This design comes from an exercise in tuning for small area, a short achievable clock period and few clock cycles on the open sky130 flow, not from production work. No functional check of the RTL was part of any run shown here. Power is estimated from default activity; no workload was simulated.

==> flow/design.v <==
module dem_encoder (
    input  wire        clk,
    input  wire        rst,         
    input  wire        start,
    input  wire [15:0] in_len,      
    input  wire [15:0] out_cap,     
    output wire        busy,
    output reg         done,
    output reg         fail,
    output reg  [3:0]  cause,       
    output reg  [15:0] out_len,     
    output wire        rd_en,
    output wire [13:0] rd_addr,     
    input  wire [31:0] rd_data,
    output wire        out_valid,
    output wire [7:0]  out_data,
    input  wire        out_ready
);
    localparam [31:0] OUTW = 32'h8000_0000;
    localparam [2:0] S_SCAN = 3'd0,    
                     S_PAY  = 3'd1,    
                     S_CEND = 3'd2,    
                     S_LAST = 3'd3,    
                     S_F8   = 3'd4,    
                     S_DONE = 3'd5,    
                     S_BAD  = 3'd6;    
    localparam [1:0] K_REC = 2'd0, K_CHUNK = 2'd1, K_F8 = 2'd2;
    reg         run;
    reg  [2:0]  st;
    reg  [13:0] n_w;
    reg  [13:0] ra;           
    reg         iv;           
    reg         ilast;        
    reg         rq_v;
    reg         rq_last;
    reg  [31:0] rq;           
    reg  [31:0] p;            
    reg         eoi;          
    reg         rec_v;
    reg  [2:0]  t;
    reg  [8:0]  c;            
    reg  [31:0] pb;           
    reg  [3:0]  n4;           
    reg         ovf;          
    reg         first;        
    reg  [13:0] ri;           
    reg         pv;
    reg  [1:0]  pk;
    reg  [2:0]  pt;
    reg  [8:0]  pc;
    reg  [31:0] ppb;
    reg  [2:0]  pnb;
    reg         ov;
    reg  [1:0]  oph;          
    reg  [2:0]  ot;
    reg  [8:0]  oc;
    reg  [31:0] ob;
    reg  [2:0]  onb;          
    reg  [15:0] rem;          
    reg         room;
    wire [31:0] d     = rq - p;
    wire        isout = (rq == OUTW);
    wire        dz    = (d == 32'd0);
    function fits(input [31:0] dv, input integer w);
        reg same;
        reg lowz;
        integer b;
        begin
            same = 1'b1;
            for (b = w - 1; b < 32; b = b + 1) same = same & (dv[b] == dv[31]);
            lowz = 1'b1;
            for (b = 0; b < w - 1; b = b + 1) lowz = lowz & ~dv[b];
            fits = same & ~(dv[31] & lowz);
        end
    endfunction
    wire f4  = fits(d, 4);
    wire f8  = fits(d, 8);
    wire f12 = fits(d, 12);
    wire f16 = fits(d, 16);
    wire f24 = fits(d, 24);
    wire unenc = ~isout & (d == 32'h8000_0000);
    reg  [2:0] cls;
    always @(*) begin
        if (isout)     cls = 3'd0;
        else if (dz)   cls = 3'd1;
        else if (f4)   cls = 3'd2;
        else if (f8)   cls = 3'd3;
        else if (f12)  cls = 3'd4;
        else if (f16)  cls = 3'd5;
        else if (f24)  cls = 3'd6;
        else           cls = 3'd7;
    end
    function [3:0] wn(input [2:0] ty);
        case (ty)
            3'd2: wn = 4'd1;  3'd3: wn = 4'd2;  3'd4: wn = 4'd3;
            3'd5: wn = 4'd4;  3'd6: wn = 4'd6;  3'd7: wn = 4'd8;
            default: wn = 4'd0;
        endcase
    endfunction
    function [31:0] wmask(input [2:0] ty);
        case (ty)
            3'd2: wmask = 32'h0000_000F;  3'd3: wmask = 32'h0000_00FF;
            3'd4: wmask = 32'h0000_0FFF;  3'd5: wmask = 32'h0000_FFFF;
            3'd6: wmask = 32'h00FF_FFFF;  3'd7: wmask = 32'hFFFF_FFFF;
            default: wmask = 32'd0;
        endcase
    endfunction
    wire [31:0] dm_t   = d & wmask(t);
    wire [31:0] dm_c   = d & wmask(cls);
    wire [31:0] pb_add = pb | (dm_t << {n4[2:0], 2'b00});
    wire [4:0]  n4_add = {1'b0, n4} + {1'b0, wn(t)};
    wire        fit    = (n4_add <= 5'd8);
    wire ph_last  = (oph == 2'd2) ? (onb == 3'd1)
                  : (oph == 2'd1) ? (onb == 3'd0)
                  : (oc <= 9'd31 && onb == 3'd0);
    wire move     = ov && room && out_ready;
    wire ofree    = !ov || (move && ph_last);
    wire take     = pv && (pk != K_F8) && ofree;
    wire slot     = !pv || take;           
    wire brk      = !rec_v || unenc || (cls != t) || (c == 9'd287);
    reg  consume;       
    reg  push;          
    reg  [1:0] push_k;
    reg  rewind;        
    always @(*) begin
        consume = 1'b0;
        push    = 1'b0;
        push_k  = K_REC;
        rewind  = 1'b0;
        case (st)
            S_SCAN: if (rq_v) begin
                if (!brk) consume = 1'b1;
                else if (!rec_v) consume = 1'b1;
                else if (slot) begin
                    push = 1'b1;
                    if (ovf) rewind = 1'b1;
                    else     consume = 1'b1;
                end
            end
            S_PAY: if (rq_v) begin
                if (first || fit) consume = 1'b1;
                else if (slot) begin
                    push = 1'b1; push_k = K_CHUNK; consume = 1'b1;
                end
            end
            S_CEND: if (slot) begin push = 1'b1; push_k = K_CHUNK; end
            S_LAST: if (slot) begin push = 1'b1; if (ovf) rewind = 1'b1; end
            S_F8:   if (slot) begin push = 1'b1; push_k = K_F8; end
            default: ;
        endcase
    end
    wire        issue    = run && (st == S_SCAN || st == S_PAY || st == S_CEND) && (ra != n_w);
    wire [13:0] ra_inc   = ra + 14'd1;
    wire        land     = iv && (!rq_v || consume);
    wire        drop     = iv && rq_v && !consume;
    assign busy      = run;
    assign rd_en     = issue;
    assign rd_addr   = ra;
    reg [7:0] obyte;
    always @(*) begin
        case (oph)
            2'd0:    obyte = (oc <= 9'd31) ? {ot, oc[4:0]} : {ot, 5'd0};
            2'd1:    obyte = oc[7:0] - 8'd32;
            default: obyte = ob[7:0];
        endcase
    end
    assign out_valid = ov && room;
    assign out_data  = obyte;
    wire fin_ok = run && (st == S_DONE) && !pv && !ov;
    wire fin_f8 = run && pv && (pk == K_F8) && !ov;
    wire fin_f4 = run && ov && !room;
    wire fin_bl = run && (st == S_BAD);
    always @(posedge clk) begin
        if (rst) begin
            run  <= 1'b0;
            done <= 1'b0;
            fail <= 1'b0;
            cause <= 4'd0;
            out_len <= 16'd0;
            st   <= S_DONE;
            iv   <= 1'b0;
            rq_v <= 1'b0;
            pv   <= 1'b0;
            ov   <= 1'b0;
        end else begin
            done <= 1'b0;
            if (!run) begin
                if (start) begin
                    run     <= 1'b1;
                    n_w     <= in_len[15:2];
                    ra      <= 14'd0;
                    iv      <= 1'b0;
                    rq_v    <= 1'b0;
                    p       <= 32'd0;
                    eoi     <= 1'b0;
                    rec_v   <= 1'b0;
                    pv      <= 1'b0;
                    ov      <= 1'b0;
                    rem     <= out_cap;
                    room    <= (out_cap != 16'd0);
                    out_len <= 16'd0;
                    if (in_len[1:0] != 2'd0)      st <= S_BAD;
                    else if (in_len[15:2] == 14'd0) st <= S_DONE;
                    else                          st <= S_SCAN;
                end
            end else if (fin_ok || fin_f8 || fin_f4 || fin_bl) begin
                run   <= 1'b0;
                done  <= 1'b1;
                fail  <= !fin_ok;
                cause <= fin_bl ? 4'd9 : fin_f8 ? 4'd8 : fin_f4 ? 4'd4 : 4'd0;
                if (!fin_ok) out_len <= 16'd0;
                iv    <= 1'b0;
                rq_v  <= 1'b0;
                pv    <= 1'b0;
                ov    <= 1'b0;
            end else begin
                if (rewind) begin
                    ra   <= ri;
                    iv   <= 1'b0;
                    rq_v <= 1'b0;
                end else begin
                    if (drop)       ra <= ra - 14'd1;
                    else if (issue) ra <= ra_inc;
                    iv    <= issue && !drop;
                    ilast <= (ra_inc == n_w);
                    if (land) begin
                        rq      <= rd_data;
                        rq_last <= ilast;
                        rq_v    <= 1'b1;
                    end else if (consume) begin
                        rq_v    <= 1'b0;
                    end
                end
                if (consume && !isout) p <= rq;
                case (st)
                    S_SCAN: if (consume) begin
                        if (!brk) begin
                            c <= c + 9'd1;
                            if (t >= 3'd2) begin
                                if (fit && !ovf) begin
                                    pb <= pb_add;
                                    n4 <= n4_add[3:0];
                                end else begin
                                    ovf <= 1'b1;
                                end
                            end
                        end else begin
                            t     <= cls;
                            c     <= 9'd1;
                            pb    <= dm_c;
                            n4    <= wn(cls);
                            ovf   <= 1'b0;
                            rec_v <= 1'b1;
                            ri    <= ra - (iv ? 14'd2 : 14'd1);
                            if (unenc) st <= S_F8;
                        end
                        if (rq_last) begin
                            eoi <= 1'b1;
                            if (!(brk && unenc)) st <= S_LAST;
                        end
                    end else if (rewind) begin
                        st    <= S_PAY;
                        first <= 1'b1;
                        n4    <= 4'd0;
                    end
                    S_PAY: if (consume) begin
                        c <= c - 9'd1;
                        if (fit) begin
                            pb <= pb_add;
                            n4 <= n4_add[3:0];
                        end else begin
                            pb    <= dm_t;
                            n4    <= wn(t);
                            first <= 1'b0;
                        end
                        if (c == 9'd1) st <= S_CEND;
                        if (rq_last) eoi <= 1'b1;
                    end
                    S_CEND: if (push) begin
                        rec_v <= 1'b0;
                        st    <= eoi ? S_DONE : S_SCAN;
                    end
                    S_LAST: if (push) begin
                        if (ovf) begin
                            st    <= S_PAY;
                            first <= 1'b1;
                            n4    <= 4'd0;
                        end else begin
                            st    <= S_DONE;
                        end
                    end
                    S_F8: if (push) st <= S_DONE;
                    default: ;
                endcase
                if (push) begin
                    pv  <= 1'b1;
                    pk  <= push_k;
                    pt  <= t;
                    pc  <= c;
                    ppb <= pb;
                    pnb <= (n4[3:1] + {2'b00, n4[0]});
                end else if (take) begin
                    pv  <= 1'b0;
                end
                if (take) begin
                    ov  <= 1'b1;
                    oph <= (pk == K_CHUNK) ? 2'd2 : 2'd0;
                    ot  <= pt;
                    oc  <= pc;
                    ob  <= ppb;
                    onb <= pnb;
                end else if (move) begin
                    if (ph_last) ov <= 1'b0;
                    case (oph)
                        2'd0: oph <= (oc > 9'd31) ? 2'd1 : 2'd2;
                        2'd1: oph <= 2'd2;
                        default: begin
                            ob  <= {8'd0, ob[31:8]};
                            onb <= onb - 3'd1;
                        end
                    endcase
                end
                if (move) begin
                    out_len <= out_len + 16'd1;
                    rem     <= rem - 16'd1;
                    room    <= (rem != 16'd1);
                end
            end
        end
    end
endmodule
==> flow/run.sh <==
#!/bin/bash
# synth_recipe.tcl (not shown) runs the flow's synth.tcl, then flattens the netlist and writes it again
# the make line also repeats each setting of config.mk as NAME=value (left out here)
make -C /OpenROAD-flow-scripts/flow DESIGN_CONFIG=/design/flow/config.mk WORK_HOME=/design/flow/orfs CLKGATE_MAP_FILE= SYNTH_SCRIPT=/design/flow/synth_recipe.tcl finish
==> flow/config.mk <==
export PLATFORM = sky130hd
export DESIGN_NAME = dem_encoder
export DESIGN_NICKNAME = dem_encoder
export VERILOG_FILES = /design/flow/design.v
export SDC_FILE = /design/flow/constraint.sdc
export NUM_CORES = 4
export LEC_CHECK = 0
export CAP_MARGIN = 20
export CORE_MARGIN = 2
export CORE_UTILIZATION = 40
export SLEW_MARGIN = 20
==> flow/constraint.sdc <==
create_clock -name core_clock -period 10.0 [get_ports {clk}]
set_input_delay 2.0000 -clock core_clock [delete_from_list [all_inputs] [get_ports {clk}]]
set_output_delay 2.0000 -clock core_clock [all_outputs]
set_load 0.01 [all_outputs]
==> metrics.md, run 1 <==
| Metric | Value |
|---|---|
| Status | no timing/DRC/antenna violations |
| All-Layer GR Usage | 0.202 |
| Dpl cell area | slightly below 20000 um^2 |
| Setup Fix Bufs, Post-CTS | 0 |
| Final hold slack | ~0.42 ns |
| Die area | about 47000 um^2 |
| Mapped cell area | 18200 um^2 |
| Initial antenna violation count | 0 |
| CTS tree | built |
| Relative slew slack | 0.288 |
| Cell row count | 78 |
| Clock Root Buffer | clkbuf_16 |
| Clock power share | 0.374 |
| Vias in the first global route | about 14000 |
| Max cap viols | 0 |
| Layout Skew | slightly above 0.03 ns |
| Iter 0 DRT Violations | 1237 |
| Comb pwr share | 0.174 |
| Dominant cell type by area after synthesis | edfxtp_1 |
| Net Sw Frac | 0.281 |
| Clk sinks | ~300 |
| Avg Cell Area, Syn | roughly 10 um^2 |
| Post-synthesis sequential area ratio | 0.486 |
| Critical Path RT | 10.19 ns |
| RSZ-0062 raised after global routing | false |
| Top post-synthesis cells by area | edfxtp_1, nor2_1, ha_1 |
| Post-synth EDFFs | 275 |
| CTS HTree Levels | 2 |
| Fmax | 139 MHz |
| Endpoint type of the worst setup path | flip-flop |
| Worst-Margin Slew | ~1.1 ns |
| Share of the synthesized area in the top cell type | 0.454 |
| Core area | 45100 um^2 |
| Final nets | 2026 |
| Post-synth ARST share | 0 |
| Peak VDD IR | approximately 0.00011 V |
| Fin. Hold Viols | 0 |
| #FFs+latches synth | a little over 300 |
| Multi-input gate area | just under 9000 um^2 |
| Fin Setup TNS | 0 ns |
| DR vias/cell | 5.82 |
| Post-route cell area | between 20000 and 25000 um^2 |
| Pleak | between 7 and 8 nW |
| Syn Inst Count | ~1800 |
| Share of cells above drive strength 1 | 0.0758 |
| First-pass GRT wire length | approximately 77 mm |
| Syn Nets | slightly below 2000 |
| TritonRoute pass-1 iters | 6 |
| Critical path cell sequence | ha_1 > a21o_1 > a311oi_1 > o31a_1 > nand3_1 > o21ai_1 > o21ai_0 > o31a_1 > a21o_1 > a21oi_1 > xor2_1 > ha_1 > o221ai_2 > o21ai_0 > a22oi_1 > nand4_4 > inv_4 > o311ai_4 > nor2_1 > and2_1 > buf_4 |
| GRT Residual Overflow | 0 |
| TritonCTS Buffers | 34 |
| Largest net degree at the start of global routing | 60 |
| Reg area | a little under 9000 um^2 |
| Crit start category | flip-flop |
| Die Y | ~220 um |
| Main synth FF type | edfxtp_1 |
| Place WS | slightly below 3 ns |
| Antenna cells | 0 |
| Final period utilization | 0.717 |
| Die width | ~220 um |
| Max-slew violation count | 0 |
| Yosys warning total | 1 |
| Hold-fix buffers, CTS | 0 |
| PortBufs | 113 |
| Worst-path clk slew | around 0.060 ns |
| Final setup fails | 0 |
| Cell variety after synth | roughly 100 |
| # resized after CTS | 0 |
| Via Count | 14700 |
| Post-DRT Antenna Nets | 0 |
| Initial Util | 0.403 |
| Hold WC Path Type | flip-flop to flip-flop |
| PD cells | roughly 160 nW/um^2 |
| Commonest cells post-synth | edfxtp_1, nor2_1, nand2_1 |
| Crit Path Class | flip-flop to flip-flop |
| Sequential Power Share | 0.452 |
| # fillers | 4245 |
| Crit path largest cell delay | between 0.8 and 0.9 ns |
| Layout area overhead | 15.1% |
| Clock buffer depth | 3 |
| Worst Setup Slack, final | between 2 and 3 ns |
| CP max FO | 32 |
| Ports | about 120 |
| Drt wl/cell | approximately 19 um |
| Post-route minimum period | approximately 7.2 ns |
| Slowest-stage cell, CP | nor2_1 |
| Detailed placer's ending HPWL | roughly 35 mm |
| Count leader, synth | edfxtp_1 |
| P_int | between 2 and 2.5 mW |
| RD Place Congestion | just over 0.9 |
| CP arrival | around 7.4 ns |
| Clk Latency, worst-skew pair | around 0.56 ns |
| DR DRC count | 0 |
| P_sw | roughly 0.94 mW |
| Final wirelength | 48.3 mm |
[logic make-up after synthesis]
family          count (synthesis)  synth area share
simple gates                  686             0.188
compound gates                463             0.171
flops                         304             0.486
buf+inv                       174            0.0394
xor+xnor                       88            0.0424
fa+ha+maj                      56            0.0398
mux                            56            0.0330
other cells                     1          0.000206
[path summary, 6_finish.rpt]
check / from / endpoint / slack (ns) / depth (start not counted)
worst max-delay path: rq[13] / pb[10] / 2.83 / 21
worst min register to register: pc[8] / oc[8] / 0.42 / 0
worst max register to register: rq[13] / pb[10] / 2.83 / 21
worst min-delay path: pc[8] / oc[8] / 0.42 / 0
[final cells by class]
cell class,count,share of cell area
inverter,82,0.0148
clock inverter,22,0.0102
multi-input combinational,1350,0.414
clock buffer,39,0.0426
timing repair buffer,130,0.0601
sequential,304,0.422
tap,600,0.0359
[cells in the final DEF, fill, tap and decap left out, types with 7 or more instances in the layout]
cell type,instances
nor4_1,37
mux2_2,32
and2_1,57
mux2i_1,24
a22oi_1,10
inv_1,77
or3_1,30
o22ai_1,47
clkdlybuf4s50_1,113
nand2b_1,11
xnor2_1,47
o21ai_0,86
a221oi_1,8
a31oi_1,23
a221o_1,11
dfxtp_1,28
ha_1,53
nand4_1,28
nor3_1,58
a21oi_1,107
and3_1,26
nor2b_1,12
o21ai_1,8
a21o_1,21
clkinv_1,7
nor2_1,190
o31ai_1,11
o21bai_1,7
o21a_1,10
clkbuf_16,35
buf_4,17
nand2_1,152
a211oi_1,15
xor2_1,41
nand3_1,38
edfxtp_1,275
o211ai_1,17
[power by group through the flow]
stage          Sequential, mW  Clock (mW)  Combinational (mW)
3_5_place_dp             1.53           0               0.572
5_1_grt                  1.51        1.33               0.638
3_3_place_gp             1.53           0               0.566
2_1_floorplan            1.50           0               0.408
4_1_cts                  1.51        1.28               0.575
6_report                 1.51        1.25               0.581
[sequential cells by signal, indices dropped and copies added (netlist names), 2 cells and up]
| signal | cells |
|---|---|
| ri | 14 |
| p | 32 |
| out_len | 16 |
| ot | 3 |
| n_w | 14 |
| n4 | 4 |
| st | 3 |
| pk | 2 |
| rem | 16 |
| ra | 14 |
| c | 9 |
| pc | 9 |
| t | 3 |
| oph | 2 |
| cause | 3 |
| ob | 32 |
| pt | 3 |
| ppb | 32 |
| onb | 3 |
| rq | 32 |
| oc | 9 |
| pb | 32 |
| pnb | 3 |
[stage by stage]
| stage | cells | power (mW) | util |
|---|---|---|---|
| floorplan | 1828 | 1.91 | - |
| global placement | 2466 | 2.10 | 0.440 |
| detailed placement | 2466 | 2.10 | 0.440 |
| CTS | 2527 | 3.36 | 0.464 |
| global route | 2527 | 3.48 | 0.464 |
| finish | 2527 | 3.33 | 0.464 |
[layer usage]
layer / wire, um / global-route usage / vias up
li1: - / - / 7002
met1: 22200 / 0.291 / 7124
met2: 21800 / 0.315 / 508
met3: 3270 / 0.0345 / 81
met4: 969 / 0.0548 / 0
met5: 0 / 0 / -
[critical path, delay by kind of cell, from the launching register on]
family                     cells  cell delay (ns)
and+or+nand+nor                4             1.70
DFF                            1             0.42
xor gates and xnor gates       1             0.43
buffers and inverters          2             0.71
AOI/OAI and AO/OA             12             2.67
adders and majority gates      2             0.85
==> run 2, diff against run 1 <==
--- a/flow/design.v
+++ b/flow/design.v
@@ -35,6 +35,10 @@
     reg         rq_last;
     reg  [31:0] rq;           
     reg  [31:0] p;            
+    reg         bq_v;
+    reg         bq_last;
+    reg  [31:0] bq;           
+    reg         bo;           
     reg         eoi;          
     reg         rec_v;
     reg  [2:0]  t;
@@ -58,8 +62,9 @@
     reg  [2:0]  onb;          
     reg  [15:0] rem;          
     reg         room;
-    wire [31:0] d     = rq - p;
+    wire [31:0] d_b   = rq - p;
     wire        isout = (rq == OUTW);
+    wire [31:0] d     = bq;
     wire        dz    = (d == 32'd0);
     function fits(input [31:0] dv, input integer w);
         reg same;
@@ -78,10 +83,10 @@
     wire f12 = fits(d, 12);
     wire f16 = fits(d, 16);
     wire f24 = fits(d, 24);
-    wire unenc = ~isout & (d == 32'h8000_0000);
+    wire unenc = ~bo & (d == 32'h8000_0000);
     reg  [2:0] cls;
     always @(*) begin
-        if (isout)     cls = 3'd0;
+        if (bo)        cls = 3'd0;
         else if (dz)   cls = 3'd1;
         else if (f4)   cls = 3'd2;
         else if (f8)   cls = 3'd3;
@@ -105,8 +110,8 @@
             default: wmask = 32'd0;
         endcase
     endfunction
-    wire [31:0] dm_t   = d & wmask(t);
     wire [31:0] dm_c   = d & wmask(cls);
+    wire [31:0] dm_t   = d & wmask(t);
     wire [31:0] pb_add = pb | (dm_t << {n4[2:0], 2'b00});
     wire [4:0]  n4_add = {1'b0, n4} + {1'b0, wn(t)};
     wire        fit    = (n4_add <= 5'd8);
@@ -128,7 +133,7 @@
         push_k  = K_REC;
         rewind  = 1'b0;
         case (st)
-            S_SCAN: if (rq_v) begin
+            S_SCAN: if (bq_v) begin
                 if (!brk) consume = 1'b1;
                 else if (!rec_v) consume = 1'b1;
                 else if (slot) begin
@@ -137,7 +142,7 @@
                     else     consume = 1'b1;
                 end
             end
-            S_PAY: if (rq_v) begin
+            S_PAY: if (bq_v) begin
                 if (first || fit) consume = 1'b1;
                 else if (slot) begin
                     push = 1'b1; push_k = K_CHUNK; consume = 1'b1;
@@ -151,8 +156,9 @@
     end
     wire        issue    = run && (st == S_SCAN || st == S_PAY || st == S_CEND) && (ra != n_w);
     wire [13:0] ra_inc   = ra + 14'd1;
-    wire        land     = iv && (!rq_v || consume);
-    wire        drop     = iv && rq_v && !consume;
+    wire        mab      = rq_v && (!bq_v || consume);
+    wire        land     = iv && (!rq_v || mab);
+    wire        drop     = iv && rq_v && !mab;
     assign busy      = run;
     assign rd_en     = issue;
     assign rd_addr   = ra;
@@ -191,6 +197,7 @@
                     ra      <= 14'd0;
                     iv      <= 1'b0;
                     rq_v    <= 1'b0;
+                    bq_v    <= 1'b0;
                     p       <= 32'd0;
                     eoi     <= 1'b0;
                     rec_v   <= 1'b0;
@@ -211,6 +218,7 @@
                 if (!fin_ok) out_len <= 16'd0;
                 iv    <= 1'b0;
                 rq_v  <= 1'b0;
+                bq_v  <= 1'b0;
                 pv    <= 1'b0;
                 ov    <= 1'b0;
             end else begin
@@ -218,6 +226,7 @@
                     ra   <= ri;
                     iv   <= 1'b0;
                     rq_v <= 1'b0;
+                    bq_v <= 1'b0;
                 end else begin
                     if (drop)       ra <= ra - 14'd1;
                     else if (issue) ra <= ra_inc;
@@ -227,11 +236,19 @@
                         rq      <= rd_data;
                         rq_last <= ilast;
                         rq_v    <= 1'b1;
-                    end else if (consume) begin
+                    end else if (mab) begin
                         rq_v    <= 1'b0;
                     end
+                    if (mab) begin
+                        bq      <= d_b;
+                        bo      <= isout;
+                        bq_last <= rq_last;
+                        bq_v    <= 1'b1;
+                        if (!isout) p <= rq;
+                    end else if (consume) begin
+                        bq_v    <= 1'b0;
+                    end
                 end
-                if (consume && !isout) p <= rq;
                 case (st)
                     S_SCAN: if (consume) begin
                         if (!brk) begin
@@ -251,12 +268,12 @@
                             n4    <= wn(cls);
                             ovf   <= 1'b0;
                             rec_v <= 1'b1;
-                            ri    <= ra - (iv ? 14'd2 : 14'd1);
+                            ri    <= ra - {12'd0, 2'd1 + {1'b0, iv} + {1'b0, rq_v}};
                             if (unenc) st <= S_F8;
                         end
-                        if (rq_last) begin
+                        if (bq_last) begin
                             eoi <= 1'b1;
-                            if (!(brk && unenc)) st <= S_LAST;
+                            if (!unenc) st <= S_LAST;
                         end
                     end else if (rewind) begin
                         st    <= S_PAY;
@@ -274,7 +291,7 @@
                             first <= 1'b0;
                         end
                         if (c == 9'd1) st <= S_CEND;
-                        if (rq_last) eoi <= 1'b1;
+                        if (bq_last) eoi <= 1'b1;
                     end
                     S_CEND: if (push) begin
                         rec_v <= 1'b0;
==> metrics.md, run 2 <==
| Metric | Value |
|---|---|
| Post-synth ARST share | 0 (unchanged) |
| Xor-xnor portion of the synthesized cell area | 0.0415 (-0.000837) |
| Vias in the first global route | 14000 (+0.78%) |
| Final period utilization | 0.643 (-0.0739) |
| Cell variety after synth | 87 (-16%) |
| Final Total Pwr | 3.58 mW (+7.4%) |
| Largest net degree at the start of global routing | 64 (+6.7%) |
| Clk Latency, worst-skew pair | 0.55 ns (about the same) |
| #FFs+latches synth | 339 (+12%) |
| Share of the synthesized area in the top cell type | 0.490 (+0.0365) |
| RD Place Congestion | 0.898 (-4.0%) |
| M1 wire length | 22.6 mm (+1.7%) |
| Cell count after placement | 2486 (+0.81%) |
| Crit Path Class | flip-flop to flip-flop |
| Syn Nets | 1972 (+1.0%) |
| Dpl cell area | 20700 um^2 (+4.3%) |
| Hold WC Path Type | flip-flop to flip-flop |
| Layout area overhead | 15.7% |
| Status | no timing/DRC/antenna violations |
| Max cap viols | 0 (unchanged) |
| Syn Inst Count | 1847 (+1.0%) |
| Final hold slack | 0.423 ns (+0.00444 ns) |
| Initial Util | 0.407 (+0.00335) |
| CP max FO | 32 (unchanged) |
| Post-route cell area | 22000 um^2 (+4.9%) |
| Adder and majority cell fraction of the synthesized area | 0.0388 (-0.000992) |
| Top post-synthesis cells by area | edfxtp_1, nor2_1, ha_1 |
| Cell row count | 79 (+1.3%) |
| CTS tree | built |
| Clock buffer depth | 3 (unchanged) |
| Top delay family on crit path | compound AO/OA/AOI/OAI gates |
| Fin. Hold Viols | 0 (unchanged) |
| Drt wl/cell | 19.5 um (+2.0%) |
| Post-synth EDFFs | 310 (+13%) |
| Count leader, synth | edfxtp_1 |
| Post-DRT Antenna Nets | 0 (unchanged) |
| Ports | 115 (unchanged) |
| # resized after CTS | 0 (unchanged) |
| Pleak | 7.50 nW (+3.2%) |
| Die Y | 222 um (+2.1%) |
| Clk sinks | 339 (+12%) |
| Worst-Margin Slew | 1.06 ns (-0.00407 ns) |
| Finished Layout Cells | 2556 (+1.1%) |
| Post-route minimum period | 6.43 ns (-0.739 ns) |
| PD cells | 163 nW/um^2 (+2.4%) |
| Core area | 46700 um^2 (+3.5%) |
| Die width | 222 um (+2.1%) |
| Share of cells above drive strength 1 | 0.0703 (-0.00547) |
| Endpoint type of the worst setup path | flip-flop |
| Max-slew violation count | 0 (unchanged) |
| RSZ-0062 raised after global routing | false |
| Fmax | 155 MHz (+11%) |
| First-pass GRT wire length | 78.3 mm (+2.0%) |
| Largest family of logic cells by synthesized area | simple AND/OR/NAND/NOR gates |
| # fillers | 4392 (+3.5%) |
| Synth Area in Simple Gates | 0.173 (-0.0154) |
| PortBufs | 113 (unchanged) |
| Critical Path RT | 10.17 ns (-0.02 ns) |
| Yosys warning total | 1 (unchanged) |
| Worst Setup Slack, final | 3.57 ns (+0.739 ns) |
| Crit start category | flip-flop |
| Die area | 49200 um^2 (+4.3%) |
| Critical path cell sequence | clkinv_1 > nor2_1 > nand2_1 > inv_1 > ha_1 > xor2_1 > o21ba_2 > o41a_1 > o211a_1 > a21o_1 > o21ai_1 > or3_1 > a21oi_4 |
| Crit path largest cell delay | 0.81 ns (-0.04 ns) |
| Final nets | 2046 (+0.99%) |
| Initial antenna violation count | 0 (unchanged) |
| DR vias/cell | 5.77 (-0.99%) |
| Most frequent cells in the layout | edfxtp_1, nor2_1, a21oi_1, nand2_1, clkdlybuf4s50_1 |
| Peak VDD IR | 0.000130 V (+14%) |
| Fin Setup TNS | 0 ns (unchanged) |
| CP bufs+invs | 2 (unchanged) |
| Max layer used | met4 |
| Commonest non-fill, non-tap cell in the layout | edfxtp_1 |
| DR DRC count | 0 (unchanged) |
| Setup Fix Bufs, Post-CTS | 0 (unchanged) |
| Final setup fails | 0 (unchanged) |
| Via Count | 14700 (+0.14%) |
| Multiplexer share of the synthesized area | 0.0264 (-0.00658) |
| Antenna cells | 0 (unchanged) |
| Dominant cell type by area after synthesis | edfxtp_1 |
| Compound-gate portion of the synthesized area | 0.160 (-0.0111) |
| Iter 0 DRT Violations | 1225 (-0.97%) |
| GRT Residual Overflow | 0 (unchanged) |
| WL met2 | 22.8 mm (+4.5%) |
| Final wirelength | 49.8 mm (+3.1%) |
| WL met3 | 3.16 mm (-3.2%) |
| CP arrival | 6.60 ns (-0.76 ns) |
| TritonRoute pass-1 iters | 17 (+11) |
| Relative slew slack | 0.287 (-0.00115) |
| Avg Cell Area, Syn | 10.3 um^2 (+3.3%) |
| Layout Skew | 0.0264 ns (-0.00427 ns) |
| Post-synthesis sequential area ratio | 0.521 (+0.0352) |
| Mapped cell area | 19000 um^2 (+4.3%) |
| TritonCTS Buffers | 39 (+15%) |
| Commonest cells post-synth | edfxtp_1, nor2_1, a21oi_1 |
| Clock Root Buffer | clkbuf_16 |
| Detailed placer's ending HPWL | 35.4 mm (+1.9%) |
| Slowest-stage cell, CP | nor2_1 |
| Worst-path clk slew | 0.06 ns (about the same) |
| All-Layer GR Usage | 0.198 (-0.00400) |
| Main synth FF type | edfxtp_1 |
| Flop-to-flop setup slack | 3.57 ns (+0.74 ns) |
| CTS HTree Levels | 2 (unchanged) |
| Hold-fix buffers, CTS | 0 (unchanged) |
| Util after Layout | 0.471 (+0.00659) |
| Place WS | 3.38 ns (+0.443 ns) |
## run 2: layout make-up
class | count | area, um^2 | share of cell area
Clock inverter | 19 | 194 | 0.00883
Multi-Input combinational cell | 1317 | 8430 | 0.384
Sequential cell | 339 | 9890 | 0.450
Inverter | 93 | 349 | 0.0159
Clock buffer | 50 | 1060 | 0.0482
Timing Repair Buffer | 131 | 1290 | 0.0586
Tap cell | 607 | 759 | 0.0346
## run 2: power breakdown
group          leakage, nW  total, mW  internal (mW)  switching [mW]
logic                 3.84      0.467          0.197           0.270
registers             3.06       1.70           1.63          0.0751
clock network        0.603       1.41          0.849           0.563
total                 7.50       3.58           2.67           0.908
## run 2: worst paths after layout
path              endpoint  cells after the start   from
setup / recovery     p[23]                     13   t[2]
hold / removal       oc[3]                      0  pc[3]
setup reg to reg     p[23]                     13   t[2]
hold reg to reg      oc[3]                      0  pc[3]
## run 2: cell families after synthesis
family,Yosys count
AOI/OAI and AO/OA,459
xor gates and xnor gates,90
adders and majority gates,57
buffers and inverters,191
DFF,339
muxes,47
other,1
and+or+nand+nor,663
## run 2: layer usage
metal,GRT usage,vias up
li1,-,7110
met1,0.277,7036
met2,0.317,504
met3,0.0305,86
met4,0.0641,0
met5,0,-
==> run 3, diff against run 2 <==
--- a/flow/config.mk
+++ b/flow/config.mk
@@ -8,4 +8,6 @@
 export CAP_MARGIN = 20
 export CORE_MARGIN = 2
 export CORE_UTILIZATION = 40
+export SETUP_SLACK_MARGIN = 5
 export SLEW_MARGIN = 20
+export TNS_END_PERCENT = 100
==> metrics.md, run 3 <==
| Metric | Value |
|---|---|
| Status | no timing/DRC/antenna violations |
| Final wirelength | 49.5 mm (-0.63%) |
| Commonest non-fill, non-tap cell in the layout | edfxtp_1 |
| Post-synth EDFFs | 310 (unchanged) |
| RSZ-0062 raised after global routing | true |
| Iter 0 DRT Violations | 1420 (+16%) |
| Post-route minimum period | 4.92 ns (-1.51 ns) |
| DR vias/cell | 5.76 (-0.15%) |
| First-pass GRT wire length | 78.3 mm (about the same) |
| Fmax | 203 MHz (+31%) |
| Commonest cells post-synth | edfxtp_1, nor2_1, a21oi_1 |
| # fillers | 4323 (-1.6%) |
| Initial antenna violation count | 0 (unchanged) |
| Worst-path clk slew | 0.06 ns (about the same) |
| Cell row count | 79 (unchanged) |
| CP arrival | 5.24 ns (-1.36 ns) |
| Clock Root Buffer | clkbuf_16 |
| Clk sinks | 339 (unchanged) |
| Util after Layout | 0.477 (+0.00638) |
| Final hold slack | 0.418 ns (-0.00556 ns) |
| Max-slew violation count | 0 (unchanged) |
| RD Place Congestion | 0.907 (+0.98%) |
| Layout area overhead | 17.3% |
| Yosys warning total | 1 (unchanged) |
| Share of the synthesized area in the top cell type | 0.490 (unchanged) |
| Drt wl/cell | 19.2 um (-1.5%) |
| Crit start category | primary input |
| Final nets | 2068 (+1.1%) |
| Relative slew slack | 0.301 (+0.0140) |
| Clk Latency, worst-skew pair | 0.56 ns (about the same) |
| Die width | 222 um (unchanged) |
| Fin. Hold Viols | 0 (unchanged) |
| Via Count | 14800 (+0.75%) |
| CTS HTree Levels | 2 (unchanged) |
| Top post-synthesis cells by area | edfxtp_1, nor2_1, ha_1 |
| Avg Cell Area, Syn | 10.3 um^2 (unchanged) |
| Cell variety after synth | 87 (unchanged) |
| Crit Path Class | primary input to flip-flop |
| Clock buffer depth | 3 (unchanged) |
| Pleak | 7.66 nW (+2.1%) |
| Vias in the first global route | 14000 (-0.34%) |
| Peak VDD IR | 0.000142 V (+9.8%) |
| Layout Skew | 0.0197 ns (-0.00667 ns) |
| Core area | 46700 um^2 (unchanged) |
| Max cap viols | 0 (unchanged) |
| Post-synthesis sequential area ratio | 0.521 (unchanged) |
| Fin Setup TNS | 0 ns (unchanged) |
| Antenna cells | 0 (unchanged) |
| PortBufs | 113 (unchanged) |
| Detailed placer's ending HPWL | 34.6 mm (-2.4%) |
| Die area | 49200 um^2 (unchanged) |
| Share of cells above drive strength 1 | 0.0887 (+0.0184) |
| TritonCTS Buffers | 37 (-5.1%) |
| #FFs+latches synth | 339 (unchanged) |
| Syn Nets | 1972 (unchanged) |
| Post-synth ARST share | 0 (unchanged) |
| Initial Util | 0.407 (unchanged) |
| Count leader, synth | edfxtp_1 |
| TritonRoute pass-1 iters | 17 (unchanged) |
| Ports | 115 (unchanged) |
| Main synth FF type | edfxtp_1 |
| DR DRC count | 0 (unchanged) |
| Endpoint type of the worst setup path | flip-flop |
| Hold WC Path Type | flip-flop to flip-flop |
| Syn Inst Count | 1847 (unchanged) |
| Largest net degree at the start of global routing | 84 (+31%) |
| Most frequent cells in the layout | edfxtp_1, nor2_1, a21oi_1, nand2_1, clkdlybuf4s50_1 |
| CP max FO | 9 (-72%) |
| GRT Residual Overflow | 0 (unchanged) |
| Hold Path Depth | 0 (unchanged) |
| Mapped cell area | 19000 um^2 (unchanged) |
| Post-DRT Antenna Nets | 0 (unchanged) |
| CTS tree | built |
| Final period utilization | 0.492 (-0.151) |
| R2R depth | 17 (+4) |
| Worst-Margin Slew | 1.05 ns (-0.0167 ns) |
| Critical Path RT | 10.32 ns (+0.15 ns) |
| Die Y | 222 um (unchanged) |
| Final setup fails | 0 (unchanged) |
| Dominant cell type by area after synthesis | edfxtp_1 |
| All-Layer GR Usage | 0.198 (-0.000901) |
| PD cells | 161 nW/um^2 (-1.5%) |
run 3: path summary, 6_finish.rpt:
| path | slack (ns) | end | startpoint |
|---|---|---|---|
| worst min-delay path | 0.42 | oc[0] | pc[0] |
| worst max register to register | 5.27 | p[21] | t[2] |
| worst min register to register | 0.42 | oc[0] | pc[0] |
| worst max-delay path | 5.08 | ra[5] | out_ready |
run 3: cell families (layout without fill, tap and decap cells):
logic type                 count (synthesis)  count (layout)  synth area share
AOI/OAI and AO/OA                        459             460             0.160
other                                      1               1          0.000198
and+or+nand+nor                          663             663             0.173
buffers and inverters                    191             315            0.0392
adders and majority gates                 57              57            0.0388
DFF                                      339             339             0.521
xor gates and xnor gates                  90              90            0.0415
muxes                                     47              47            0.0264
run 3: layout make-up:
class,instances,area (um^2),area share
clock buffers,44,952,0.0428
inverters,93,350,0.0157
well taps,607,759,0.0341
multi-input cells,1318,8530,0.383
flip-flops and latches,339,9890,0.444
clock inverters,24,260,0.0117
repair buffers,154,1520,0.0683
run 3: metal layers:
metal,up-vias,part of all wire,global-route usage,routed length [um]
met2,478,0.45,0.310,22500
li1,7159,-,-,-
met1,7135,0.46,0.284,22900
met4,0,0.023,0.0604,1120
met5,-,0,0,0
met3,75,0.060,0.0281,2980
run 3: stage by stage:
stage | power [mW] | setup WS (ns) | area [um^2] | cells
after detailed placement | 2.19 | 3.55 | 20700 | 2489
after floorplan | 2.04 | 5.04 | 19000 | 1847
after global placement | 2.18 | 3.67 | 20700 | 2488
final | 3.58 | 5.08 | 22300 | 2579
after global routing | 3.72 | 4.90 | 22300 | 2579
after CTS | 3.59 | 4.99 | 22100 | 2562
run 3: power by group:
group	leakage (nW)	switching [mW]	internal (mW)	total (mW)
clock network	0.594	0.568	0.815	1.38
registers	3.06	0.0665	1.63	1.69
logic	4.01	0.288	0.212	0.500
run 3: worst max-delay path, stage by stage:
cell and delay, ns:
clkdlybuf4s50_1 0.44, nand3_2 0.16, o31ai_4 0.07, nor4_1 0.29, o31ai_1 0.11, buf_4 0.20, o41a_1 0.48, and3_1 0.24
a21o_4 0.24, buf_4 0.18, or3_4 0.39, a21o_1 0.19, a32o_1 0.24
run 3: what timing repair did:
item,CTS,global route
gates resized for setup,12,9
pin swaps,2,5
hold buffers,0,0
buffers inserted,4,16
gates cloned,1,0
setup endpoints to repair,207,211
==> run 4, diff against run 3 <==
--- a/flow/design.v
+++ b/flow/design.v
@@ -38,7 +38,8 @@
     reg         bq_v;
     reg         bq_last;
     reg  [31:0] bq;           
-    reg         bo;           
+    reg  [2:0]  bc;           
+    reg         bu;           
     reg         eoi;          
     reg         rec_v;
     reg  [2:0]  t;
@@ -62,9 +63,8 @@
     reg  [2:0]  onb;          
     reg  [15:0] rem;          
     reg         room;
-    wire [31:0] d_b   = rq - p;
+    wire [31:0] d     = rq - p;
     wire        isout = (rq == OUTW);
-    wire [31:0] d     = bq;
     wire        dz    = (d == 32'd0);
     function fits(input [31:0] dv, input integer w);
         reg same;
@@ -83,10 +83,10 @@
     wire f12 = fits(d, 12);
     wire f16 = fits(d, 16);
     wire f24 = fits(d, 24);
-    wire unenc = ~bo & (d == 32'h8000_0000);
+    wire unenc = ~isout & (d == 32'h8000_0000);
     reg  [2:0] cls;
     always @(*) begin
-        if (bo)        cls = 3'd0;
+        if (isout)     cls = 3'd0;
         else if (dz)   cls = 3'd1;
         else if (f4)   cls = 3'd2;
         else if (f8)   cls = 3'd3;
@@ -111,8 +111,7 @@
         endcase
     endfunction
     wire [31:0] dm_c   = d & wmask(cls);
-    wire [31:0] dm_t   = d & wmask(t);
-    wire [31:0] pb_add = pb | (dm_t << {n4[2:0], 2'b00});
+    wire [31:0] pb_add = pb | (bq << {n4[2:0], 2'b00});
     wire [4:0]  n4_add = {1'b0, n4} + {1'b0, wn(t)};
     wire        fit    = (n4_add <= 5'd8);
     wire ph_last  = (oph == 2'd2) ? (onb == 3'd1)
@@ -122,7 +121,7 @@
     wire ofree    = !ov || (move && ph_last);
     wire take     = pv && (pk != K_F8) && ofree;
     wire slot     = !pv || take;           
-    wire brk      = !rec_v || unenc || (cls != t) || (c == 9'd287);
+    wire brk      = !rec_v || bu || (bc != t) || (c == 9'd287);
     reg  consume;       
     reg  push;          
     reg  [1:0] push_k;
@@ -240,8 +239,9 @@
                         rq_v    <= 1'b0;
                     end
                     if (mab) begin
-                        bq      <= d_b;
-                        bo      <= isout;
+                        bq      <= dm_c;
+                        bc      <= cls;
+                        bu      <= unenc;
                         bq_last <= rq_last;
                         bq_v    <= 1'b1;
                         if (!isout) p <= rq;
@@ -262,18 +262,18 @@
                                 end
                             end
                         end else begin
-                            t     <= cls;
+                            t     <= bc;
                             c     <= 9'd1;
-                            pb    <= dm_c;
-                            n4    <= wn(cls);
+                            pb    <= bq;
+                            n4    <= wn(bc);
                             ovf   <= 1'b0;
                             rec_v <= 1'b1;
                             ri    <= ra - {12'd0, 2'd1 + {1'b0, iv} + {1'b0, rq_v}};
-                            if (unenc) st <= S_F8;
+                            if (bu) st <= S_F8;
                         end
                         if (bq_last) begin
                             eoi <= 1'b1;
-                            if (!unenc) st <= S_LAST;
+                            if (!bu) st <= S_LAST;
                         end
                     end else if (rewind) begin
                         st    <= S_PAY;
@@ -286,7 +286,7 @@
                             pb <= pb_add;
                             n4 <= n4_add[3:0];
                         end else begin
-                            pb    <= dm_t;
+                            pb    <= bq;
                             n4    <= wn(t);
                             first <= 1'b0;
                         end
--- a/flow/config.mk
+++ b/flow/config.mk
@@ -8,6 +8,4 @@
 export CAP_MARGIN = 20
 export CORE_MARGIN = 2
 export CORE_UTILIZATION = 40
-export SETUP_SLACK_MARGIN = 5
 export SLEW_MARGIN = 20
-export TNS_END_PERCENT = 100
==> metrics.md, run 4 <==
| Metric | Value |
|---|---|
| Status | no timing/DRC/antenna violations |
| CP arrival | 5.46 ns (+0.22 ns) |
| Final period utilization | 0.527 (+0.0351) |
| Share of cells above drive strength 1 | 0.0735 (-0.0152) |
| Cell row count | 79 (unchanged) |
| Die area | 49200 um^2 (about the same) |
| PD cells | 167 nW/um^2 (+3.8%) |
| #FFs+latches synth | 342 (+0.88%) |
| Crit start category | primary input |
| Worst Setup Slack, final | 4.73 ns (-0.351 ns) |
| Syn Inst Count | 1836 (-0.60%) |
| Clock Root Buffer | clkbuf_16 |
| Die Y | 222 um (about the same) |
| Cell variety after synth | 96 (+10%) |
| Clock buffer depth | 3 (unchanged) |
| Peak VDD IR | 0.000101 V (-29%) |
| Avg Cell Area, Syn | 10.3 um^2 (+0.54%) |
| Iter 0 DRT Violations | 893 (-37%) |
| Layout Skew | 0.0176 ns (-0.00213 ns) |
| Main synth FF type | edfxtp_1 |
| Fin. Hold Viols | 0 (unchanged) |
| Post-synthesis sequential area ratio | 0.526 (+0.00506) |
| Fin Setup TNS | 0 ns (unchanged) |
| Layout area overhead | 16.0% |
| Largest net degree at the start of global routing | 65 (-23%) |
| Via Count | 14000 (-5.7%) |
| Setup Fix Bufs, Post-CTS | 0 (-4) |
| CTS tree | built |
| CTS HTree Levels | 2 (unchanged) |
| Crit Path Class | primary input to flip-flop |
| Detailed placer's ending HPWL | 31.8 mm (-8.2%) |
| Share of the synthesized area in the top cell type | 0.496 (+0.00504) |
| Xor-xnor portion of the synthesized cell area | 0.0503 (+0.00880) |
| Clk Latency, worst-skew pair | 0.56 ns (about the same) |
| Pleak | 7.79 nW (+1.7%) |
| Fmax | 190 MHz (-6.7%) |
| Post-DRT Antenna Nets | 0 (unchanged) |
| Max cap viols | 0 (unchanged) |
| Mapped cell area | 19000 um^2 (about the same) |
| CP max FO | 30 (+21) |
| DR vias/cell | 5.49 (-4.7%) |
| Worst-Margin Slew | 1.03 ns (-0.0166 ns) |
| Core area | 46700 um^2 (unchanged) |
| Commonest non-fill, non-tap cell in the layout | edfxtp_1 |
| Compound-gate portion of the synthesized area | 0.136 (-0.0238) |
| Hold WC Path Type | flip-flop to flip-flop |
| Top post-synthesis cells by area | edfxtp_1, nand2_1, nor2_1 |
| Worst-path clk slew | 0.06 ns (about the same) |
| Vias in the first global route | 13800 (-1.4%) |
| Final wirelength | 44.6 mm (-9.9%) |
| Final setup fails | 0 (unchanged) |
| Post-route minimum period | 5.27 ns (+0.351 ns) |
| Most frequent cells in the layout | edfxtp_1, nand2_1, nor2_1, clkdlybuf4s50_1, a21oi_1 |
| First-pass GRT wire length | 72.5 mm (-7.4%) |
| Multi-input gate area | 8410 um^2 (-1.4%) |
| Dominant cell type by area after synthesis | edfxtp_1 |
| Adder and majority cell fraction of the synthesized area | 0.0388 (about the same) |
| # resized after CTS | 0 (-12) |
| RSZ-0062 raised after global routing | false |
| Place WS | 3.93 ns (+0.376 ns) |
| Critical Path RT | 10.18 ns (-0.14 ns) |
| RD Place Congestion | 0.873 (-3.8%) |
| # fillers | 4311 (-0.28%) |
| Hold-fix buffers, CTS | 0 (unchanged) |
| Syn Nets | 1961 (-0.56%) |
| Yosys warning total | 1 (unchanged) |
| Final nets | 2042 (-1.3%) |
| Antenna cells | 0 (unchanged) |
| TritonCTS Buffers | 39 (+5.4%) |
| All-Layer GR Usage | 0.180 (-0.0175) |
| Synth Area in Simple Gates | 0.187 (+0.0138) |
| Largest family of logic cells by synthesized area | simple AND/OR/NAND/NOR gates |
| Clk sinks | 342 (+0.88%) |
| Initial Util | 0.407 (about the same) |
| DR DRC count | 0 (unchanged) |
| Drt wl/cell | 17.5 um (-9.0%) |
| Final Total Pwr | 3.67 mW (+2.6%) |
| Ports | 115 (unchanged) |
| Reg area | 9980 um^2 (+0.94%) |
| Commonest cells post-synth | edfxtp_1, nand2_1, nor2_1 |
| Die width | 222 um (about the same) |
| Max-slew violation count | 0 (unchanged) |
| Count leader, synth | edfxtp_1 |
| Relative slew slack | 0.313 (+0.0120) |
| TritonRoute pass-1 iters | 16 (-1) |
| PortBufs | 113 (unchanged) |
| Multiplexer share of the synthesized area | 0.0272 (+0.000741) |
| Initial antenna violation count | 0 (unchanged) |
| GRT Residual Overflow | 0 (unchanged) |
| Post-synth ARST share | 0 (unchanged) |
| Post-synth EDFFs | 313 (+0.97%) |
| Endpoint type of the worst setup path | flip-flop |
-- run 4: changes by cell type after synthesis, sizes merged, moves of 11 or more --
cell	before	now
nor2	199	185
and2	36	48
clkbuf	84	68
a31oi	44	12
xor2	35	54
nor2b	11	22
nand3	64	30
nor4	43	32
nand2	121	233
mux2	25	8
inv	90	75
a311oi	25	8
o21ai	99	84
-- run 4: per-layer routing --
layer / vias to the layer above / part of all wire / GRT usage
met4: 0 / 0.025 / 0.0650
met3: 74 / 0.047 / 0.0231
met5: - / 0 / 0
li1: 6874 / - / -
met2: 367 / 0.46 / 0.292
met1: 6693 / 0.47 / 0.248
-- run 4: cell families (layout without fill, tap and decap cells) --
kind of cell | count (synthesis) | after routing
other | 1 | 1
buffers and inverters | 165 | 274
adder cells (fa/ha/maj) | 57 | 57
AND/OR/NAND/NOR | 737 | 737
multiplexers | 43 | 43
XOR/XNOR | 109 | 109
flip-flops | 342 | 342
AO/OA/AOI/OAI | 382 | 382
-- run 4: worst paths after layout --
| check | startpoint | end | slack, ns | cells after the start |
|---|---|---|---|---|
| worst max-delay path | out_ready | oc[1] | 4.73 | 7 |
| worst max register to register | t[1] | p[17] | 5.02 | 16 |
| worst min-delay path | pc[6] | oc[6] | 0.42 | 0 |
| worst min register to register | pc[6] | oc[6] | 0.42 | 0 |
-- run 4: cell type report --
| class | instances | area share |
|---|---|---|
| Clock inverter | 26 | 0.0127 |
| Multi-Input combinational cell | 1329 | 0.382 |
| Tap cell | 607 | 0.0345 |
| Inverter | 75 | 0.0128 |
| Timing Repair Buffer | 130 | 0.0590 |
| Clock buffer | 43 | 0.0450 |
| Sequential cell | 342 | 0.454 |
-- run 4: report_power, final --
part / switching (mW) / internal, mW
registers: 0.0681 / 1.63
logic: 0.318 / 0.216
clock network: 0.583 / 0.848
-- run 4: worst max-delay path: stages --
cell             delay [ns]
clkdlybuf4s50_1        0.52
nand2_1                0.17
nor3_1                 0.15
o21ai_1                0.14
a21oi_1                0.67
nand2_1                0.81
nor2_1                 0.98
-- run 4: metrics by stage --
stage / util / hold WS (ns) / std cells / cell area, um^2
2_1_floorplan: - / 0.400 / 1836 / 19000
3_3_place_gp: 0.443 / 0.401 / 2481 / 20700
3_5_place_dp: 0.443 / 0.407 / 2481 / 20700
4_1_cts: 0.470 / 0.421 / 2550 / 21900
5_1_grt: 0.472 / 0.427 / 2552 / 22000
6_report: 0.472 / 0.421 / 2552 / 22000
==> run 5, diff against run 4 <==
--- a/flow/config.mk
+++ b/flow/config.mk
@@ -8,4 +8,6 @@
 export CAP_MARGIN = 20
 export CORE_MARGIN = 2
 export CORE_UTILIZATION = 40
+export SETUP_SLACK_MARGIN = 5
 export SLEW_MARGIN = 20
+export TNS_END_PERCENT = 100
==> metrics.md, run 5 <==
| Metric | Value |
|---|---|
| Status | no timing/DRC/antenna violations |
| RD Place Congestion | 0.874 (+0.16%) |
| P_sw | 0.970 mW (about the same) |
| Relative slew slack | 0.344 (+0.0314) |
| Synth Area in Simple Gates | 0.187 (unchanged) |
| Fin Setup TNS | 0 ns (unchanged) |
| Die Y | 222 um (unchanged) |
| Iter 0 DRT Violations | 963 (+7.8%) |
| Critical Path RT | 8.00 ns (-2.18 ns) |
| Worst setup startpoint | oc[0] |
| PD cells | 163 nW/um^2 (-2.1%) |
| Clock buffer depth | 3 (unchanged) |
| DR DRC count | 0 (unchanged) |
| Count leader, synth | edfxtp_1 |
| Post-DRT Antenna Nets | 0 (unchanged) |
| Hold WC Path Type | flip-flop to flip-flop |
| Core area | 46700 um^2 (unchanged) |
| Commonest cells post-synth | edfxtp_1, nand2_1, nor2_1 |
| Peak VDD IR | 0.0000982 V (-2.4%) |
| CTS HTree Levels | 2 (unchanged) |
| Comb pwr share | 0.153 (+0.007) |
| Final period utilization | 0.487 (-0.0404) |
| Layout Skew | 0.0278 ns (+0.0102 ns) |
| Compound-gate portion of the synthesized area | 0.136 (unchanged) |
| Fin. Hold Viols | 0 (unchanged) |
| M1 wire length | 20.8 mm (+0.35%) |
| Adder and majority cell fraction of the synthesized area | 0.0388 (unchanged) |
| Fmax | 205 MHz (+8.3%) |
| Worst-path clk slew | 0.06 ns (about the same) |
| Final Total Pwr | 3.60 mW (-1.8%) |
| Syn Nets | 1961 (unchanged) |
| Cell row count | 79 (unchanged) |
| Crit Path Class | flip-flop to output port |
| Post-route minimum period | 4.87 ns (-0.404 ns) |
| WL met3 | 2.18 mm (+3.8%) |
| Drt wl/cell | 17.6 um (+1.0%) |
| DR vias/cell | 5.48 (-0.16%) |
| Largest net degree at the start of global routing | 64 (-1.5%) |
| Initial Util | 0.407 (unchanged) |
| Antenna cells | 0 (unchanged) |
| Main synth FF type | edfxtp_1 |
| #FFs+latches synth | 342 (unchanged) |
| Layout area overhead | 16.3% |
| Mapped cell area | 19000 um^2 (unchanged) |
| Max layer used | met4 |
| Sequential Power Share | 0.472 (+0.008) |
| Clk sinks | 342 (unchanged) |
| Multiplexer share of the synthesized area | 0.0272 (unchanged) |
| Largest family of logic cells by synthesized area | simple AND/OR/NAND/NOR gates |
| First-pass GRT wire length | 72.9 mm (+0.52%) |
| PortBufs | 113 (unchanged) |
| Cell variety after synth | 96 (unchanged) |
| # fillers | 4338 (+0.63%) |
| Avg Cell Area, Syn | 10.3 um^2 (unchanged) |
| Xor-xnor portion of the synthesized cell area | 0.0503 (unchanged) |
| Net Sw Frac | 0.269 (+0.00497) |
| GRT Residual Overflow | 0 (unchanged) |
| Initial antenna violation count | 1 (+1) |
| All-Layer GR Usage | 0.183 (+0.00260) |
| Via Count | 14100 (+0.35%) |
| Vias in the first global route | 13600 (-1.6%) |
| Worst-Margin Slew | 0.984 ns (-0.0447 ns) |
| RSZ-0062 raised after global routing | false |
| Die area | 49200 um^2 (unchanged) |
| CTS tree | built |
| Detailed placer's ending HPWL | 31.5 mm (-0.76%) |
| Final setup fails | 0 (unchanged) |
| Endpoint type of the worst setup path | output port |
| Die width | 222 um (unchanged) |
| Max cap viols | 0 (unchanged) |
| Max-slew violation count | 0 (unchanged) |
| Post-synthesis sequential area ratio | 0.526 (unchanged) |
| Share of cells above drive strength 1 | 0.0787 (+0.00513) |
| R2r startpoint | rq[17] |
| Most frequent cells in the layout | edfxtp_1, nand2_1, nor2_1, clkdlybuf4s50_1, a21oi_1 |
| P_int | 2.63 mW (-2.5%) |
| Clk Latency, worst-skew pair | 0.57 ns (about the same) |
| CP arrival | 2.87 ns (-2.59 ns) |
| Clock power share | 0.375 (-0.015) |
| Dominant cell type by area after synthesis | edfxtp_1 |
| Yosys warning total | 1 (unchanged) |
| TritonCTS Buffers | 38 (-2.6%) |
| Clock Root Buffer | clkbuf_16 |
| Syn Inst Count | 1836 (unchanged) |
| WL met2 | 21.1 mm (+2.4%) |
| Final wirelength | 45.2 mm (+1.6%) |
| Share of the synthesized area in the top cell type | 0.496 (unchanged) |
| Commonest non-fill, non-tap cell in the layout | edfxtp_1 |
| Crit start category | flip-flop |
| TritonRoute pass-1 iters | 17 (+1) |
| Top post-synthesis cells by area | edfxtp_1, nand2_1, nor2_1 |
| CP max FO | 5 (-83%) |
| Hold path startpoint | ilast |
| Post-synth ARST share | 0 (unchanged) |
| Pleak | 7.80 nW (+0.14%) |
| Final nets | 2054 (+0.59%) |
| Ports | 115 (unchanged) |
| Post-synth EDFFs | 313 (unchanged) |
==> run 5: path summary, 6_finish.rpt <==
check                                    to  slack [ns]  depth (start not counted)
worst min register to register      rq_last        0.42                          0
worst max-delay path            out_data[0]        5.13                          7
worst max register to register       bq[29]        5.39                         15
worst min-delay path                rq_last        0.42                          0
==> run 5: power groups by stage <==
stage	registers [mW]	logic [mW]	clock network, mW
after CTS	1.70	0.548	1.38
final	1.70	0.550	1.35
after global routing	1.71	0.612	1.44
after global placement	1.73	0.520	0
after floorplan	1.69	0.398	0
after detailed placement	1.73	0.529	0
==> run 5: cells by family after synthesis <==
kind of cell,count (synthesis)
compound gates,382
mux,43
fa+ha+maj,57
flops,342
simple gates,737
xor+xnor,109
buf+inv,165
other cells,1
==> run 5: cell type report <==
type	count	area (um^2)	area share
clock buffers	51	1020	0.0463
clock inverters	18	159	0.00720
inverters	75	282	0.0128
multi-input cells	1332	8500	0.385
flip-flops and latches	342	9980	0.453
well taps	607	759	0.0344
repair buffers	140	1360	0.0615
==> run 5: timing repair <==
| item | 4_1_cts | 5_1_grt |
|---|---|---|
| hold buffers | 0 | 0 |
| endpoints found under the setup margin | 114 | 90 |
| pin swaps | 5 | 3 |
| gates resized for setup | 9 | 3 |
| gates cloned | 3 | 0 |
| setup buffers | 7 | 5 |
==> run 5: metal layers <==
layer	vias to the layer above	track usage
met5	-	0
met4	0	0.0667
met3	69	0.0217
met2	359	0.294
met1	6728	0.255
li1	6901	-
==> run 5: critical path: stages (launching register included) <==
cell,delay (ns)
edfxtp_1,0.39
nand2_1,0.09
or4_1,0.53
a211oi_4,0.32
nor2_1,0.09
nor2_2,0.19
a22o_1,0.17
clkdlybuf4s50_1,0.53
==> run 5: metrics by stage <==
stage | setup WS, ns | util | hold slack (ns) | cell area [um^2] | instances
after CTS | 5.07 | 0.472 | 0.420 | 22000 | 2560
after global placement | 4.05 | 0.443 | 0.401 | 20700 | 2480
final | 5.13 | 0.473 | 0.421 | 22100 | 2565
after detailed placement | 4.00 | 0.443 | 0.406 | 20700 | 2481
after global routing | 5.00 | 0.473 | 0.429 | 22100 | 2565
after floorplan | 5.00 | - | 0.400 | 19000 | 1836
==> run 6, diff against run 5 <==
--- a/flow/design.v
+++ b/flow/design.v
@@ -49,12 +49,6 @@
     reg         ovf;          
     reg         first;        
     reg  [13:0] ri;           
-    reg         pv;
-    reg  [1:0]  pk;
-    reg  [2:0]  pt;
-    reg  [8:0]  pc;
-    reg  [31:0] ppb;
-    reg  [2:0]  pnb;
     reg         ov;
     reg  [1:0]  oph;          
     reg  [2:0]  ot;
@@ -118,9 +112,7 @@
                   : (oph == 2'd1) ? (onb == 3'd0)
                   : (oc <= 9'd31 && onb == 3'd0);
     wire move     = ov && room && out_ready;
-    wire ofree    = !ov || (move && ph_last);
-    wire take     = pv && (pk != K_F8) && ofree;
-    wire slot     = !pv || take;           
+    wire slot     = !ov || (move && ph_last);    
     wire brk      = !rec_v || bu || (bc != t) || (c == 9'd287);
     reg  consume;       
     reg  push;          
@@ -149,7 +141,6 @@
             end
             S_CEND: if (slot) begin push = 1'b1; push_k = K_CHUNK; end
             S_LAST: if (slot) begin push = 1'b1; if (ovf) rewind = 1'b1; end
-            S_F8:   if (slot) begin push = 1'b1; push_k = K_F8; end
             default: ;
         endcase
     end
@@ -171,8 +162,8 @@
     end
     assign out_valid = ov && room;
     assign out_data  = obyte;
-    wire fin_ok = run && (st == S_DONE) && !pv && !ov;
-    wire fin_f8 = run && pv && (pk == K_F8) && !ov;
+    wire fin_ok = run && (st == S_DONE) && !ov;
+    wire fin_f8 = run && (st == S_F8) && !ov;
     wire fin_f4 = run && ov && !room;
     wire fin_bl = run && (st == S_BAD);
     always @(posedge clk) begin
@@ -185,7 +176,6 @@
             st   <= S_DONE;
             iv   <= 1'b0;
             rq_v <= 1'b0;
-            pv   <= 1'b0;
             ov   <= 1'b0;
         end else begin
             done <= 1'b0;
@@ -200,7 +190,6 @@
                     p       <= 32'd0;
                     eoi     <= 1'b0;
                     rec_v   <= 1'b0;
-                    pv      <= 1'b0;
                     ov      <= 1'b0;
                     rem     <= out_cap;
                     room    <= (out_cap != 16'd0);
@@ -218,7 +207,6 @@
                 iv    <= 1'b0;
                 rq_v  <= 1'b0;
                 bq_v  <= 1'b0;
-                pv    <= 1'b0;
                 ov    <= 1'b0;
             end else begin
                 if (rewind) begin
@@ -306,26 +294,15 @@
                             st    <= S_DONE;
                         end
                     end
-                    S_F8: if (push) st <= S_DONE;
                     default: ;
                 endcase
                 if (push) begin
-                    pv  <= 1'b1;
-                    pk  <= push_k;
-                    pt  <= t;
-                    pc  <= c;
-                    ppb <= pb;
-                    pnb <= (n4[3:1] + {2'b00, n4[0]});
-                end else if (take) begin
-                    pv  <= 1'b0;
-                end
-                if (take) begin
                     ov  <= 1'b1;
-                    oph <= (pk == K_CHUNK) ? 2'd2 : 2'd0;
-                    ot  <= pt;
-                    oc  <= pc;
-                    ob  <= ppb;
-                    onb <= pnb;
+                    oph <= (push_k == K_CHUNK) ? 2'd2 : 2'd0;
+                    ot  <= t;
+                    oc  <= c;
+                    ob  <= pb;
+                    onb <= (n4[3:1] + {2'b00, n4[0]});
                 end else if (move) begin
                     if (ph_last) ov <= 1'b0;
                     case (oph)
==> metrics.md, run 6 <==
| Metric | Value |
|---|---|
| CTS HTree Levels | 2 (unchanged) |
| Iter 0 DRT Violations | 917 (-4.8%) |
| PortBufs | 113 (unchanged) |
| Yosys warning total | 1 (unchanged) |
| Hold-fix buffers, CTS | 0 (unchanged) |
| CTS tree | built |
| Final hold slack | 0.426 ns (+0.00534 ns) |
| Clk Latency, worst-skew pair | 0.53 ns (-0.04 ns) |
| Syn Nets | 1868 (-4.7%) |
| First-pass GRT wire length | 69.4 mm (-4.8%) |
| Via Count | 13600 (-3.3%) |
| Core area | 43900 um^2 (-5.8%) |
| DR DRC count | 0 (unchanged) |
| Final wirelength | 42.8 mm (-5.4%) |
| Post-synth EDFFs | 264 (-16%) |
| Layout Skew | 0.0186 ns (-0.00914 ns) |
| Layout area overhead | 16.2% |
| Worst-path clk slew | 0.06 ns (about the same) |
| Net Sw Frac | 0.244 (-0.0256) |
| DR vias/cell | 5.58 (+1.7%) |
| Initial antenna violation count | 0 (-1) |
| RSZ-0062 raised after global routing | true |
| Share of cells above drive strength 1 | 0.100 (+0.0216) |
| Drt wl/cell | 17.6 um (-0.47%) |
| Fin. Hold Viols | 0 (unchanged) |
| Avg Cell Area, Syn | 10.2 um^2 (-1.7%) |
| CP max FO | 8 (+3) |
| Final setup fails | 0 (unchanged) |
| Max cap viols | 0 (unchanged) |
| Ports | 115 (unchanged) |
| Fin Setup TNS | 0 ns (unchanged) |
| Top post-synthesis cells by area | edfxtp_1, ha_1, nor2_1 |
| # fillers | 4105 (-5.4%) |
| Crit Path Class | flip-flop to output port |
| Post-route minimum period | 4.89 ns (+0.0186 ns) |
| Commonest cells post-synth | edfxtp_1, nor2_1, nand2_1 |
| Post-synthesis sequential area ratio | 0.480 (-0.0464) |
| Hold WC Path Type | flip-flop to flip-flop |
| Main synth FF type | edfxtp_1 |
| Vias in the first global route | 13000 (-3.8%) |
| Peak VDD IR | 0.0000899 V (-8.4%) |
| Die Y | 214 um (-3.4%) |
| PD cells | 142 nW/um^2 (-13%) |
| Clock Root Buffer | clkbuf_16 |
| Crit start category | flip-flop |
| Pleak | 7.18 nW (-7.9%) |
| Die area | 45900 um^2 (-6.6%) |
| Count leader, synth | edfxtp_1 |
| Status | no timing/DRC/antenna violations |
| Initial Util | 0.403 (-0.00383) |
| Die width | 214 um (-3.4%) |
| Cell variety after synth | 103 (+7.3%) |
| #FFs+latches synth | 292 (-15%) |
| Share of the synthesized area in the top cell type | 0.448 (-0.0475) |
| Post-DRT Antenna Nets | 0 (unchanged) |
| Finished Layout Cells | 2438 (-5.0%) |
| TritonCTS Buffers | 34 (-11%) |
| Most frequent cells in the layout | edfxtp_1, nor2_1, nand2_1, clkdlybuf4s50_1, a21oi_1 |
| P_sw | 0.712 mW (-27%) |
| RD Place Congestion | 0.856 (-2.1%) |
| Max-slew violation count | 0 (unchanged) |
| Sequential Power Share | 0.480 (+0.008) |
| Critical Path RT | 8.00 ns (about the same) |
| Worst-Margin Slew | 1.05 ns (+0.0636 ns) |
| TritonRoute pass-1 iters | 5 (-12) |
| GRT Residual Overflow | 0 (unchanged) |
| Comb pwr share | 0.115 (-0.038) |
| Clock power share | 0.406 (+0.031) |
| Mapped cell area | 17700 um^2 (-6.7%) |
| Final nets | 1948 (-5.2%) |
| P_int | 2.21 mW (-16%) |
| Cell count after placement | 2367 (-4.6%) |
| All-Layer GR Usage | 0.183 (about the same) |
| Commonest non-fill, non-tap cell in the layout | edfxtp_1 |
| Dominant cell type by area after synthesis | edfxtp_1 |
| Clk sinks | 292 (-15%) |
| Largest net degree at the start of global routing | 64 (unchanged) |
| Post-synth ARST share | 0 (unchanged) |
| Relative slew slack | 0.302 (-0.0424) |
| Antenna cells | 0 (unchanged) |
| Endpoint type of the worst setup path | output port |
| Detailed placer's ending HPWL | 30.6 mm (-3.0%) |
| Syn Inst Count | 1743 (-5.1%) |
| Clock buffer depth | 3 (unchanged) |
| Fmax | 205 MHz (-0.38%) |
| CP arrival | 2.89 ns (+0.02 ns) |
| Final period utilization | 0.489 (+0.00186) |
| Cell row count | 77 (-2.5%) |
[run 6: final cells by class]
cell class | instances | area [um^2] | share of cell area
multi-input cells | 1279 | 8600 | 0.418
flip-flops and latches | 292 | 8490 | 0.413
repair buffers | 140 | 1390 | 0.0677
clock buffers | 41 | 908 | 0.0442
well taps | 592 | 741 | 0.0360
inverters | 76 | 285 | 0.0139
clock inverters | 18 | 140 | 0.00682
[run 6: metrics by stage]
step	utilization	setup WS (ns)	total power, mW	instance area (um^2)
2_1_floorplan	-	4.97	1.64	17700
3_3_place_gp	0.440	4.59	1.75	19300
3_5_place_dp	0.440	4.48	1.75	19300
4_1_cts	0.464	5.02	2.94	20400
5_1_grt	0.468	4.95	3.03	20600
6_report	0.468	5.11	2.92	20600
[run 6: cells by family (layout without fill, tap and decap cells)]
logic type	after synthesis	count (layout)	share of synthesized area
DFF	292	292	0.480
and+or+nand+nor	658	658	0.193
adders and majority gates	57	57	0.0416
buffers and inverters	172	275	0.0404
AOI/OAI and AO/OA	403	403	0.155
other	1	1	0.000212
muxes	71	71	0.0469
xor gates and xnor gates	89	89	0.0441
[run 6: power groups by stage]
stage                     registers, mW  logic (mW)  clock network, mW
after floorplan                    1.41       0.236                  0
after detailed placement           1.43       0.324                  0
final                              1.40       0.335               1.19
after global placement             1.43       0.320                  0
after CTS                          1.40       0.327               1.21
after global routing               1.41       0.371               1.26
[run 6: worst max-delay path: stages, from the launching register on]
cell	delay, ns
edfxtp_1	0.56
xor2_1	0.26
nor4_1	0.29
nand4_1	0.15
nor4_2	0.44
nor4b_2	0.14
clkdlybuf4s50_1	0.51
[run 6: path summary, 6_finish.rpt]
kind | start | to | depth (start not counted) | slack (ns)
setup / recovery | ra[8] | rd_en | 6 | 5.11
hold / removal | rq_last | bq_last | 0 | 0.43
setup reg to reg | rq[0] | bq[7] | 17 | 5.30
hold reg to reg | rq_last | bq_last | 0 | 0.43
[run 6: repair_timing]
action / 4_1_cts / 5_1_grt
pin swaps: 0 / 3
setup endpoints to repair: 1 / 31
buffers inserted: 0 / 10
gates resized for setup: 2 / 1
[run 6: layer usage]
metal | up-vias | wire length [um] | GRT usage
met5 | - | 0 | 0
met1 | 6544 | 20500 | 0.261
met3 | 59 | 1950 | 0.0245
met4 | 0 | 953 | 0.0546
li1 | 6671 | - | -
met2 | 320 | 19400 | 0.290

separate check: timing with driven ports:
Ports are ideal in the flow. The routed layouts listed here were re-timed in OpenROAD.
Step 1 (the two cells are an assumption about what drives the block):
set clk [get_ports {clk}]
set_driving_cell -lib_cell sky130_fd_sc_hd__clkbuf_16 $clk
set_driving_cell -lib_cell sky130_fd_sc_hd__buf_2 [delete_from_list [all_inputs] $clk]
Step 2, shift: input delay + t, output delay - t, t = (earliest + latest rising clock arrival at the registers) / 2. This alone moves slack from input paths to output paths.
Slacks: ideal ports / drivers / drivers and shift; pairs: ideal ports / drivers.
| run | shift t [ns] | slack for setup (ns) | worst setup path at the end |
|---|---|---|---|
| run 1 | 0.599 | 2.828 / 2.828 / 2.828 | register to register |
| run 2 | 0.594 | 3.567 / 3.567 / 3.279 | input to register |
| run 3 | 0.601 | 5.077 / 5.052 / 4.485 | input to register |
| run 4 | 0.610 | 4.725 / 4.708 / 4.143 | input to register |
| run 5 | 0.616 | 5.129 / 5.071 / 4.554 | input to register |
| run 6 | 0.568 | 5.111 / 5.061 / 4.770 | input to register |
After both steps setup and hold are still met in every run listed. For run 3, which loses most, drivers alone change the setup slack by -0.025 ns; drivers and shift together by -0.592 ns.
